Source: an optimization exercise on an open RTL-to-GDS flow (aim: a short achievable clock period and few clock cycles). Production flows keep margins and buffers that such runs may drop. The RTL of this run was laid out without a check of its function. Power is estimated from default activity; no workload was simulated.

==> config.mk <==
export PLATFORM = sky130hd
export DESIGN_NAME = ntag215_dispatch
export DESIGN_NICKNAME = ntag215_dispatch
export VERILOG_FILES = /design/flow/design.v
export SDC_FILE = /design/flow/constraint.sdc
export NUM_CORES = 4
export LEC_CHECK = 0
export ABC_CLOCK_PERIOD_IN_PS = 2500
export CAP_MARGIN = 20
export CORE_MARGIN = 2
export CORE_UTILIZATION = 40
export SETUP_SLACK_MARGIN = 5
export SLEW_MARGIN = 20
==> constraint.sdc <==
create_clock -name core_clock -period 8.0 [get_ports {clk}]
set_input_delay 1.6000 -clock core_clock [delete_from_list [all_inputs] [get_ports {clk}]]
set_output_delay 1.6000 -clock core_clock [all_outputs]
set_load 0.01 [all_outputs]
==> design.v <==
module ntag215_dispatch (
    input  wire        clk,
    input  wire        rst,
    input  wire        ev_valid,
    output wire        ev_ready,
    input  wire [1:0]  ev_kind,
    input  wire [7:0]  ev_data,
    input  wire        ev_last,
    output reg         out_valid,
    input  wire        out_ready,
    output reg  [2:0]  out_kind,
    output reg  [7:0]  out_data,
    output reg         out_last,
    output reg         mem_en,
    output reg  [3:0]  mem_we,
    output reg  [7:0]  mem_addr,
    output reg  [31:0] mem_wdata,
    input  wire [31:0] mem_rdata
);
    localparam EV_FRAME  = 2'd0;
    localparam EV_DEACT  = 2'd1;
    localparam EV_LOAD   = 2'd2;
    localparam EV_HREAD  = 2'd3;
    localparam OK_RESP    = 3'd0;
    localparam OK_EMPTY   = 3'd1;
    localparam OK_PERSIST = 3'd2;
    localparam OK_HDATA   = 3'd3;
    localparam OK_RESTART = 3'd4;
    localparam OP_LOADB   = 4'd0;    
    localparam OP_DEACT   = 4'd1;
    localparam OP_HREAD   = 4'd2;
    localparam OP_READ    = 4'd3;
    localparam OP_FREAD   = 4'd4;
    localparam OP_SIG     = 4'd5;
    localparam OP_NAK     = 4'd6;
    localparam OP_VER     = 4'd7;
    localparam OP_KEEP    = 4'd8;
    localparam OP_TOGGLE  = 4'd9;
    localparam OP_PWD     = 4'd10;
    localparam OP_WRITE   = 4'd11;
    localparam OP_RESTART = 4'd12;
    localparam CID_ZERO   = 3'd0;
    localparam CID_ACK    = 3'd1;
    localparam CID_VER1   = 3'd2;
    localparam CID_VER2   = 3'd3;
    localparam CID_UNLOCK = 3'd4;
    localparam CID_DEAUTH = 3'd5;
    localparam E_CMD    = 5'd0;
    localparam E_STREAM = 5'd1;
    localparam E_VER2   = 5'd2;
    localparam E_WR     = 5'd3;
    localparam E_RMW1   = 5'd4;
    localparam E_RMW2   = 5'd5;
    localparam E_PWD1   = 5'd6;
    localparam E_PWD2   = 5'd7;
    localparam E_PWD3   = 5'd8;
    localparam E_PACK   = 5'd9;
    localparam E_R1     = 5'd10;    
    localparam E_R2     = 5'd11;
    localparam E_R3     = 5'd12;
    localparam E_R4     = 5'd13;
    localparam E_R5     = 5'd14;
    localparam E_L1     = 5'd15;    
    localparam E_L2     = 5'd16;
    localparam E_L3     = 5'd17;
    localparam C_NONE    = 2'd0;
    localparam C_DEACT   = 2'd1;
    localparam C_PERSIST = 2'd2;
    localparam C_PACK    = 2'd3;
    localparam QD = 8;      
    localparam FQ = 4;      
    integer i;
    reg        rdy_q;
    reg        iv;
    reg [1:0]  ik;
    reg [7:0]  id;
    reg        il;
    assign ev_ready = rdy_q;
    always @(posedge clk) begin
        ik <= ev_kind;
        id <= ev_data;
        il <= ev_last;
        if (rst) iv <= 1'b0;
        else     iv <= ev_valid & rdy_q;
    end
    reg [7:0]  fb1, fb2, fb3, fb4, fb5;
    reg [2:0]  flen;            
    reg        e2v;
    reg [1:0]  e2k;
    reg [7:0]  e2d;
    reg        e2l;
    reg        k_read, k_fread, k_sig, k_ver, k_pwd, k_write, k_restart, k_keep;
    reg [2:0]  k_need;
    reg        enough;          
    reg        b1gt134, b1gt142, b1eq133;
    reg        b2gt134, b2eq134, b1gtb2;
    reg [2:0]  need0;
    always @(*) begin
        case (id)
            8'h30, 8'h3C:                need0 = 3'd2;
            8'hA2:                       need0 = 3'd6;
            8'h3A:                       need0 = 3'd3;
            8'h1B:                       need0 = 3'd5;
            default:                     need0 = 3'd1;
        endcase
    end
    wire fbeat = iv && (ik == EV_FRAME);
    always @(posedge clk) begin
        if (fbeat) begin
            case (flen)
                3'd0: begin
                    k_read    <= (id == 8'h30);
                    k_fread   <= (id == 8'h3A);
                    k_sig     <= (id == 8'h3C);
                    k_ver     <= (id == 8'h60);
                    k_pwd     <= (id == 8'h1B);
                    k_write   <= (id == 8'hA2);
                    k_restart <= (id == 8'h88);
                    k_keep    <= (id == 8'h1A) || (id == 8'h93);
                    k_need    <= need0;
                    enough    <= (need0 == 3'd1);
                end
                3'd1: begin
                    fb1     <= id;
                    b1gt134 <= (id > 8'd134);
                    b1gt142 <= (id > 8'd142);
                    b1eq133 <= (id == 8'd133);
                end
                3'd2: begin
                    fb2     <= id;
                    b2gt134 <= (id > 8'd134);
                    b2eq134 <= (id == 8'd134);
                    b1gtb2  <= (fb1 > id);
                end
                3'd3: fb3 <= id;
                3'd4: fb4 <= id;
                3'd5: fb5 <= id;
                default: ;
            endcase
            if (flen != 3'd0 && flen + 3'd1 == k_need)
                enough <= 1'b1;
        end
        e2k <= ik;
        e2d <= id;
        e2l <= il;
        if (rst) begin
            flen <= 3'd0;
            e2v  <= 1'b0;
        end else begin
            e2v <= iv && (ik != EV_FRAME || il);
            if (fbeat) begin
                if (il)                flen <= 3'd0;
                else if (flen != 3'd7) flen <= flen + 3'd1;
            end
        end
    end
    reg [3:0]  c_op;
    reg [7:0]  c_a;         
    reg [31:0] c_d;         
    always @(*) begin
        c_op = OP_NAK;
        c_a  = fb1;
        c_d  = {fb5, fb4, fb3, fb2};
        case (e2k)
            EV_LOAD: begin
                c_op = OP_LOADB;
                c_a  = e2d;
            end
            EV_DEACT: c_op = OP_DEACT;
            EV_HREAD: c_op = OP_HREAD;
            default: begin
                if (!enough)       c_op = OP_NAK;
                else if (k_read)   c_op = OP_READ;
                else if (k_fread) begin
                    if (b1eq133 && b2eq134)     c_op = OP_TOGGLE;
                    else if (b1gtb2 || b2gt134) c_op = OP_NAK;
                    else                        c_op = OP_FREAD;
                end
                else if (k_sig)     c_op = OP_SIG;
                else if (k_ver)     c_op = OP_VER;
                else if (k_pwd)     c_op = OP_PWD;
                else if (k_write)   c_op = OP_WRITE;
                else if (k_restart) c_op = OP_RESTART;
                else if (k_keep)    c_op = OP_KEEP;
                else                c_op = OP_NAK;
            end
        endcase
    end
    localparam CW = 4 + 8 + 32 + 1 + 1 + 1;
    wire [CW-1:0] c_ent = {c_op, c_a, c_d, b1gt134, b1gt142, e2l};
    reg [CW-1:0] qe [0:QD-1];
    reg [3:0]    qcnt;
    wire         qpush = e2v;
    wire         qpop;
    always @(posedge clk) begin
        for (i = 0; i < QD; i = i + 1) begin
            if (qpop) begin
                if (qpush && qcnt == i + 1)
                    qe[i] <= c_ent;
                else if (i < QD - 1)
                    qe[i] <= qe[(i < QD - 1) ? i + 1 : i];
            end else if (qpush && qcnt == i) begin
                qe[i] <= c_ent;
            end
        end
        if (rst) qcnt <= 4'd0;
        else     qcnt <= qcnt + qpush - qpop;
    end
    wire [CW-1:0] h = qe[0];
    wire          hv = (qcnt != 4'd0);
    wire [3:0]    h_op    = h[CW-1 -: 4];
    wire [7:0]    h_a     = h[CW-5 -: 8];
    wire [31:0]   h_d     = h[CW-13 -: 32];
    wire          h_gt134 = h[2];
    wire          h_gt142 = h[1];
    wire          h_last  = h[0];
    wire       iv_push = iv && (ik != EV_FRAME || il);
    wire [5:0] ypend = qcnt + e2v + iv_push + rdy_q;
    always @(posedge clk) begin
        if (rst) rdy_q <= 1'b1;
        else     rdy_q <= (ypend <= QD - 1);
    end
    reg [4:0]  es;
    reg [7:0]  pg, pe;
    reg [2:0]  sk;
    reg        smask;
    reg [1:0]  cont;
    reg [9:0]  lcnt;
    reg [7:0]  x3, x8;              
    reg [7:0]  w_a;                 
    reg [31:0] w_d;
    reg        w_rmw, w_p2, wbad;
    reg        pweq;
    reg        auth, bd, dirty;
    reg [3:0]  lk10h;               
    reg [7:0]  lk11, lk520;         
    reg        p0v, p0mem, p0l;
    reg [2:0]  p0c;
    reg [1:0]  p0nb;
    reg [2:0]  p0k;
    reg        p1v, p1mem, p1l;
    reg [2:0]  p1c;
    reg [1:0]  p1nb;
    reg [2:0]  p1k;
    reg [2:0]  ocnt;                
    wire       room = (ocnt + p0v) <= FQ - 1;
    wire [7:0] pa = h_a;
    wire locked = (pa < 8'd2)
                | ((pa[7:2] == 6'd2) && (lk10h[pa[1:0]] || lk11[pa[1:0]]))
                | ((pa[7:2] == 6'd3) && lk11[{1'b1, pa[1:0]}])
                | ((pa[7:4] != 4'd0) && (pa[7] == 1'b0) && lk520[pa[6:4] - 3'd1])
                | ((pa[7:1] == 7'd64) && lk520[7]);
    wire rd_nak = bd ? h_gt142 : h_gt134;
    wire is_load = (h_op == OP_LOADB);
    assign qpop = (es == E_CMD) && hv && (is_load || room);
    wire s_zero = (pg > 8'd142) || (smask && (pg == 8'd133 || pg == 8'd134));
    wire [7:0] lbyte = (lcnt == 10'd3) ? (x3 ^ 8'h88) : (lcnt == 10'd8) ? x8 : h_a;
    task push_const;
        input [2:0] cid;
        input [1:0] nb;
        input [2:0] k;
        input       l;
        begin
            p0v   <= 1'b1;
            p0mem <= 1'b0;
            p0c   <= cid;
            p0nb  <= nb;
            p0k   <= k;
            p0l   <= l;
        end
    endtask
    task mem_read;
        input [7:0] a;
        begin
            mem_en   <= 1'b1;
            mem_we   <= 4'd0;
            mem_addr <= a;
        end
    endtask
    task start_stream;
        input [7:0] first;
        input [7:0] final_pg;
        input       mask;
        input [2:0] kind;
        begin
            pg    <= first;
            pe    <= final_pg;
            smask <= mask;
            sk    <= kind;
            es    <= E_STREAM;
        end
    endtask
    task do_cont;
        begin
            case (cont)
                C_DEACT: begin
                    if (dirty) begin
                        dirty <= 1'b0;
                        start_stream(8'd0, 8'd142, 1'b0, OK_PERSIST);
                    end else begin
                        es <= E_CMD;
                    end
                end
                C_PERSIST: start_stream(8'd0, 8'd142, 1'b0, OK_PERSIST);
                C_PACK:    es <= E_PACK;
                default:   es <= E_CMD;
            endcase
        end
    endtask
    always @(posedge clk) begin
        p0v       <= 1'b0;
        mem_en    <= 1'b0;
        mem_we    <= 4'd0;
        mem_addr  <= pg;
        mem_wdata <= w_d;
        begin
            case (es)
                E_CMD: begin
                    w_a   <= h_a;
                    w_d   <= h_d;
                    w_p2  <= (h_a == 8'd2);
                    w_rmw <= !bd && (h_a == 8'd2 || h_a == 8'd3);
                    wbad  <= rd_nak || (!bd && locked);
                    if (qpop) begin
                        case (h_op)
                            OP_LOADB: begin
                                mem_en    <= 1'b1;
                                mem_addr  <= lcnt[9:2];
                                mem_we    <= 4'd1 << lcnt[1:0];
                                mem_wdata <= {4{lbyte}};
                                case (lcnt)
                                    10'd0:   x3 <= h_a;
                                    10'd1:   x3 <= x3 ^ h_a;
                                    10'd2:   x3 <= x3 ^ h_a;
                                    10'd4:   x8 <= h_a;
                                    10'd5:   x8 <= x8 ^ h_a;
                                    10'd6:   x8 <= x8 ^ h_a;
                                    10'd7:   x8 <= x8 ^ h_a;
                                    10'd10:  lk10h <= h_a[7:4];
                                    10'd11:  lk11  <= h_a;
                                    10'd520: lk520 <= h_a;
                                    default: ;
                                endcase
                                if (h_last) begin
                                    lcnt  <= 10'd0;
                                    auth  <= 1'b0;
                                    bd    <= 1'b0;
                                    dirty <= 1'b0;
                                end else begin
                                    lcnt <= lcnt + 10'd1;
                                end
                            end
                            OP_DEACT: begin
                                auth <= 1'b0;
                                bd   <= 1'b0;
                                cont <= C_DEACT;
                                mem_read(8'd2);
                                es   <= E_L1;
                            end
                            OP_HREAD: start_stream(8'd0, 8'd142, 1'b0, OK_HDATA);
                            OP_READ: begin
                                if (rd_nak)
                                    push_const(CID_ZERO, 2'd0, OK_RESP, 1'b1);
                                else
                                    start_stream(h_a, h_a + 8'd3, !bd, OK_RESP);
                            end
                            OP_FREAD:   start_stream(h_a, h_d[7:0], !bd, OK_RESP);
                            OP_SIG:     start_stream(8'd135, 8'd142, 1'b0, OK_RESP);
                            OP_KEEP:    push_const(CID_ZERO, 2'd0, OK_EMPTY, 1'b1);
                            OP_VER: begin
                                push_const(CID_VER1, 2'd3, OK_RESP, 1'b0);
                                es <= E_VER2;
                            end
                            OP_TOGGLE: begin
                                if (!bd) begin
                                    bd <= 1'b1;
                                    push_const(CID_UNLOCK, 2'd3, OK_RESP, 1'b1);
                                end else begin
                                    push_const(CID_DEAUTH, 2'd3, OK_RESP, 1'b1);
                                    auth  <= 1'b0;
                                    bd    <= 1'b0;
                                    dirty <= 1'b0;
                                    cont  <= C_PERSIST;
                                    mem_read(8'd0);
                                    es    <= E_R1;
                                end
                            end
                            OP_RESTART: begin
                                push_const(CID_ZERO, 2'd0, OK_RESTART, 1'b1);
                                auth <= 1'b0;
                                bd   <= 1'b0;
                                cont <= C_NONE;
                                mem_read(8'd0);
                                es   <= E_R1;
                            end
                            OP_PWD: begin
                                mem_read(8'd133);
                                es <= E_PWD1;
                            end
                            OP_WRITE: es <= E_WR;
                            default: push_const(CID_ZERO, 2'd0, OK_RESP, 1'b1);
                        endcase
                    end
                end
                E_VER2: begin
                    if (room) begin
                        push_const(CID_VER2, 2'd3, OK_RESP, 1'b1);
                        es <= E_CMD;
                    end
                end
                E_WR: begin
                    if (wbad) begin
                        push_const(CID_ZERO, 2'd0, OK_RESP, 1'b1);
                        es <= E_CMD;
                    end else begin
                        push_const(CID_ACK, 2'd0, OK_RESP, 1'b1);
                        dirty <= 1'b1;
                        if (w_rmw) begin
                            mem_read(w_a);
                            es <= E_RMW1;
                        end else begin
                            mem_en    <= 1'b1;
                            mem_addr  <= w_a;
                            mem_we    <= 4'b1111;
                            mem_wdata <= w_d;
                            es        <= E_CMD;
                        end
                    end
                end
                E_RMW1: es <= E_RMW2;
                E_RMW2: begin
                    mem_en    <= 1'b1;
                    mem_addr  <= w_a;
                    mem_we    <= w_p2 ? 4'b1100 : 4'b1111;
                    mem_wdata <= mem_rdata | w_d;
                    es        <= E_CMD;
                end
                E_PWD1: es <= E_PWD2;
                E_PWD2: begin
                    pweq <= (mem_rdata == {w_d[23:0], w_a});
                    es   <= E_PWD3;
                end
                E_PWD3: begin
                    if (pweq) begin
                        auth <= 1'b1;
                        cont <= C_PACK;
                        mem_read(8'd2);
                        es   <= E_L1;
                    end else begin
                        push_const(CID_ZERO, 2'd0, OK_RESP, 1'b1);
                        es <= E_CMD;
                    end
                end
                E_PACK: begin
                    p0v   <= 1'b1;
                    p0mem <= 1'b1;
                    p0nb  <= 2'd1;
                    p0k   <= OK_RESP;
                    p0l   <= 1'b1;
                    mem_read(8'd134);
                    es    <= E_CMD;
                end
                E_R1: begin
                    mem_read(8'd1);
                    es <= E_R2;
                end
                E_R2: begin    
                    mem_read(8'd2);
                    x3 <= mem_rdata[7:0] ^ mem_rdata[15:8] ^ mem_rdata[23:16] ^ 8'h88;
                    es <= E_R3;
                end
                E_R3: begin    
                    mem_read(8'd130);
                    x8 <= mem_rdata[7:0] ^ mem_rdata[15:8] ^ mem_rdata[23:16] ^ mem_rdata[31:24];
                    es <= E_R4;
                end
                E_R4: begin    
                    mem_en    <= 1'b1;
                    mem_addr  <= 8'd0;
                    mem_we    <= 4'b1000;
                    mem_wdata <= {x3, 24'd0};
                    lk10h     <= mem_rdata[23:20];
                    lk11      <= mem_rdata[31:24];
                    es        <= E_R5;
                end
                E_R5: begin    
                    mem_en    <= 1'b1;
                    mem_addr  <= 8'd2;
                    mem_we    <= 4'b0001;
                    mem_wdata <= {24'd0, x8};
                    lk520     <= auth ? 8'd0 : mem_rdata[7:0];
                    do_cont;
                end
                E_L1: begin
                    mem_read(8'd130);
                    es <= E_L2;
                end
                E_L2: begin    
                    lk10h <= mem_rdata[23:20];
                    lk11  <= mem_rdata[31:24];
                    es    <= E_L3;
                end
                E_L3: begin    
                    lk520 <= auth ? 8'd0 : mem_rdata[7:0];
                    do_cont;
                end
                default: begin  
                    if (room) begin
                        p0v   <= 1'b1;
                        p0mem <= !s_zero;
                        p0c   <= CID_ZERO;
                        p0nb  <= 2'd3;
                        p0k   <= sk;
                        p0l   <= (pg == pe);
                        if (!s_zero) mem_read(pg);
                        pg <= pg + 8'd1;
                        if (pg == pe) es <= E_CMD;
                    end
                end
            endcase
        end
        if (rst) begin
            es     <= E_CMD;
            lcnt   <= 10'd0;
            auth   <= 1'b0;
            bd     <= 1'b0;
            dirty  <= 1'b0;
            p0v    <= 1'b0;
            mem_en <= 1'b0;
        end
    end
    always @(posedge clk) begin
        p1mem <= p0mem;
        p1c   <= p0c;
        p1nb  <= p0nb;
        p1k   <= p0k;
        p1l   <= p0l;
        if (rst) p1v <= 1'b0;
        else     p1v <= p0v;
    end
    reg [31:0] cword;
    always @(*) begin
        case (p1c)
            CID_ACK:    cword = 32'h0000000A;
            CID_VER1:   cword = 32'h02040400;
            CID_VER2:   cword = 32'h03110001;
            CID_UNLOCK: cword = 32'h4B4C4E55;
            CID_DEAUTH: cword = 32'h55414544;
            default:    cword = 32'h00000000;
        endcase
    end
    reg [37:0] fm [0:FQ-1];
    reg [2:0]  fw, fr;
    wire       fne = (fw != fr);
    wire [37:0] fh = fm[fr[1:0]];
    reg [31:0] cw;
    reg [1:0]  cidx, cnb;
    reg        clast;
    wire more = out_valid && (cidx != cnb);
    wire adv  = !out_valid || out_ready;
    wire fpop = adv && !more && fne;
    wire [2:0] oc_base = ocnt + p0v;
    wire [2:0] oc_a = oc_base - (fne && (!out_valid || cidx == cnb));
    wire [2:0] oc_b = oc_base - (fne && !out_valid);
    reg [2:0]  ck;
    reg        cl;
    wire       load = adv && !more && fne;
    wire [7:0] nx_data = more ? cw[15:8] : fh[13:6];
    wire       nx_last = more ? (clast && (cidx + 2'd1 == cnb)) : (fh[0] && (fh[5:4] == 2'd0));
    always @(posedge clk) begin
        if (p1v) fm[fw[1:0]] <= {p1mem ? mem_rdata : cword, p1nb, p1k, p1l};
        if (p1v) fw <= fw + 3'd1;
        ocnt <= out_ready ? oc_a : oc_b;
        out_valid <= (out_valid && !out_ready) || more || fne;
        out_data  <= adv ? nx_data : cw[7:0];
        out_last  <= adv ? nx_last : cl;
        out_kind  <= load ? fh[3:1] : ck;
        if (adv) begin
            if (more) begin
                cw   <= {8'd0, cw[31:8]};
                cidx <= cidx + 2'd1;
                cl   <= nx_last;
            end else if (fne) begin
                cw    <= fh[37:6];
                cidx  <= 2'd0;
                cnb   <= fh[5:4];
                ck    <= fh[3:1];
                clast <= fh[0];
                cl    <= nx_last;
                fr    <= fr + 3'd1;
            end
        end
        if (rst) begin
            fw        <= 3'd0;
            fr        <= 3'd0;
            ocnt      <= 3'd0;
            out_valid <= 1'b0;
        end
    end
endmodule
==> flow/run.sh <==
#!/bin/bash
set -euo pipefail
MARGIN=${MARGIN:-5.5}
sed -e "s/SETUP_SLACK_MARGIN=[0-9.]*/SETUP_SLACK_MARGIN=$MARGIN/" standard.sh > tuned.sh
grep -q "SETUP_SLACK_MARGIN=$MARGIN" tuned.sh
bash tuned.sh > tuned.log 2>&1
==> standard.sh <==
#!/bin/bash
# synth_recipe.tcl (not shown) runs the flow's synth.tcl, then flattens the netlist and writes it again
# the make line also repeats each setting of config.mk as NAME=value (left out here)
make -C /OpenROAD-flow-scripts/flow DESIGN_CONFIG=/design/flow/config.mk WORK_HOME=/design/flow/orfs CLKGATE_MAP_FILE= SYNTH_SCRIPT=/design/flow/synth_recipe.tcl "${@:-finish}"
==> results.txt <==
## where the power goes
part	switching (mW)	total, mW	internal, mW
clock network	1.76	4.25	2.49
registers	1.06	7.76	6.69
logic	5.01	9.47	4.46
## cell usage after synthesis, types with 5 or more instances
library cell / number / area [um2]
o21ai_0: 101 / 505
edfxtp_1: 456 / 13700
nor2b_1: 18 / 113
a22oi_1: 222 / 1670
xnor2_1: 54 / 473
dfxtp_1: 413 / 8270
o21bai_1: 11 / 82.6
mux2_2: 34 / 383
ha_1: 48 / 601
o211ai_1: 23 / 173
nor3_1: 29 / 145
a21o_1: 22 / 165
a31oi_1: 7 / 43.8
buf_1: 9 / 33.8
buf_2: 83 / 415
and3_1: 13 / 81.3
o22ai_1: 16 / 100
a311oi_1: 7 / 61.3
a21oi_1: 132 / 661
and2_1: 34 / 213
clkbuf_1: 114 / 428
xor2_1: 69 / 604
a221o_1: 11 / 110
mux2i_1: 91 / 911
inv_1: 48 / 180
nand2_1: 802 / 3010
buf_6: 17 / 191
nand3b_1: 11 / 82.6
nor2_1: 214 / 803
a211oi_1: 9 / 67.6
mux4_2: 41 / 923
o31ai_1: 6 / 45.0
o41ai_1: 6 / 52.6
a222oi_1: 17 / 170
a22o_1: 5 / 43.8
nor4_1: 20 / 125
nand2b_1: 32 / 200
or3_1: 10 / 62.6
nand3_1: 28 / 140
nand4_1: 14 / 87.6
## final cells by class
type	instances	area share, %
clock buffer	121	5.07
sequential	869	45.1
timing repair inverter	3	0.0998
tap	1186	3.03
inverter	52	0.453
timing repair buffer	379	11.0
clock inverter	39	0.954
multi-input combinational	2246	34.3
## kinds of logic after synthesis
kind of cell / after synthesis / synth area share [%]
DFF: 869 / 59.6
adders and majority gates: 51 / 1.79
and+or+nand+nor: 1266 / 14.8
AOI/OAI and AO/OA: 622 / 11.4
xor gates and xnor gates: 123 / 2.92
buffers and inverters: 279 / 3.54
muxes: 166 / 6.02
## flip-flops by register name (all words and copies together), names as in the netlist, 10 cells and up, named ones only
name / flops
cw: 32
fm: 152
lcnt: 10
mem_wdata: 32
qe: 376
w_d: 32
## layer usage
| layer | global-route usage, % | wire, um | vias to the layer above |
|---|---|---|---|
| met4 | 8.09 | 7370 | 0 |
| met2 | 34.9 | 56400 | 1127 |
| met5 | 0 | 0 | - |
| met3 | 3.35 | 6420 | 363 |
| li1 | - | - | 12600 |
| met1 | 27.0 | 43000 | 13500 |
## timing repair
action	in CTS	in global routing
resized for setup	574	672
setup buffers	81	58
gates cloned	48	61
pin swaps	138	345
endpoints found under the setup margin	789	646
## final timing paths
| check | startpoint | endpoint | cells past startpoint |
|---|---|---|---|
| min | p0l$_DFFE_PP_ | p1l$_DFF_P_ | 0 |
| max | rdy_q$_SDFF_PP1_ | ev_ready | 1 |
| min reg2reg | p0l$_DFFE_PP_ | p1l$_DFF_P_ | 0 |
| max reg2reg | qe[0][43]$_DFFE_PP_ | qe[3][2]$_DFF_P_ | 11 |
==> results.toml <==
[layout]
postLayoutCoreUtil_pct = 53.4
finalNetCount = 3738
mostFrequentLayoutCells = "nand2_1 (497), edfxtp_1 (456), dfxtp_1 (366), nand2_2 (208), nor2_1 (188)"
fin_cells = 4895
final_common_cell = "nand2_1"
drive_gt1_share_pct = 32.8
nFillCells = 7465
num_antenna_cells = 0
fin_area_um2 = 48900
multiInputGateArea_um2 = 16800
area_growth_pct = 32.7
regArea_um2 = 22000

[timing]
fin_crit_ns = 2.72
skew_ns = 0.0250
rsz0062_at_grt = "yes"
tightest_slew_ns = 1.10
slew_headroom_pct = 26.5
post-route-period-util_pct = 34.0
tns_ns = 0
hold_ws_ns = 0.338
final_hold_viol_count = 0
final_max_slew_viol_count = 0
setup_viol = 0
setup_ws_ns = 5.28
max_freq_ghz = 0.368

[placed_design]
dpl_worst_slack_ns = 3.70
gp_congestion = 0.935
dp.cells = 4487
port_buffers = 105
placed_area_um2 = 38900
place_hpwl_mm = 60.1

[synthesis]
synth_edf_count = 456
synthCells = 3376
syn_nets = 3474
ys_seq_area_share_pct = 59.6
async_flop_share_pct = 0
syn-cell-area_um2 = 36800
synth-seq-cells = 869
synth_warnings = 2
synth_cell_types = 82
synthFlopType = "edfxtp_1"
synth_area_per_cell_um2 = 10.9

[grt]
grt_pass1_wl_mm = 153
grt.total_usage_pct = 20.8
grt_pass1_vias = 24900
grt.overflow.total = 0
grt_max_degree = 55
antenna_found_initial = 2

[power_and_ir_drop]
ir_drop_v = 0.000232
powerDensity_nw_per_um2 = 439
power.total_mw = 21.5
p_leak_nw = 19.0

[cts]
clockRootBuffer = "clkbuf_16"
hold_buffers = 0
path_clk_slew_ns = 0.06
cts_buffer_depth = 3
cts_inserted_buffers = 89
cts_tree = "yes"
clock_latency_ns = 0.65
cts_sinks = 869
cts_max_level = 3

[worst_setup_path]
slowest_stage = "dfxtp_4"
critPathMaxStageDelay_ns = 0.35
cp_max_fo = 2
reg2reg_slack_ns = 5.29
start_kind = "register"
end_kind = "output pin"
path_buf_inv = 1
path_delay_family = "flip-flops"
path_cells = "buf_6"
critical_path_class = "reg -> out"
cp.required_ns = 6.40
crit_arrival_ns = 1.12

[drt]
dr.first_iter.drc_count = 2472
dr.pass1.iters = 6
vias_per_cell = 5.63
route.detailed.drc = 0
num_vias = 27600
ant_nets = 0
wl_mm = 113
wl_per_cell_um = 23.1

[die]
die_y_um = 308
die-area_um2 = 94600
start_util_pct = 40.3
coreArea_um2 = 91500
top_level_ports = 106
fp-row-count = 111
fp.dieW_um = 308

[hold_path]
hold_class = "reg -> reg"

[status]
status = "timing/DRC/antenna clean"

[flow_run]
drv_cap = 0

[separate check: timing with driven ports]
How much do the figures lean on ideal ports? The routed layout below was timed once more, with nothing changed but the port constraints. Step 1 sets driving cells, clkbuf_16 on the clock port and buf_2 on the other inputs (assumed; they add their load-dependent delay and slew). Step 2 adds t to the input delays and takes it off the output delays; t is the mean of the earliest and latest rising clock arrival at the registers after step 1. Input paths then give back, and output paths get back, about the clock's delay inside the block. Slacks: no drivers / after step 1 / after step 2; pairs: no drivers / after step 1.
t, ns: 0.713
slack for setup (ns): 5.280 / 5.210 / 4.817
hold slack, ns: 0.338 / 0.338 / 0.338
worst slew at a driven data input, ns: 0.07
pins driven straight from the clock port: 1
After both steps setup and hold are still met in this run. The setup slack of this run moves by -0.070 ns with the drivers and by -0.463 ns with both steps.
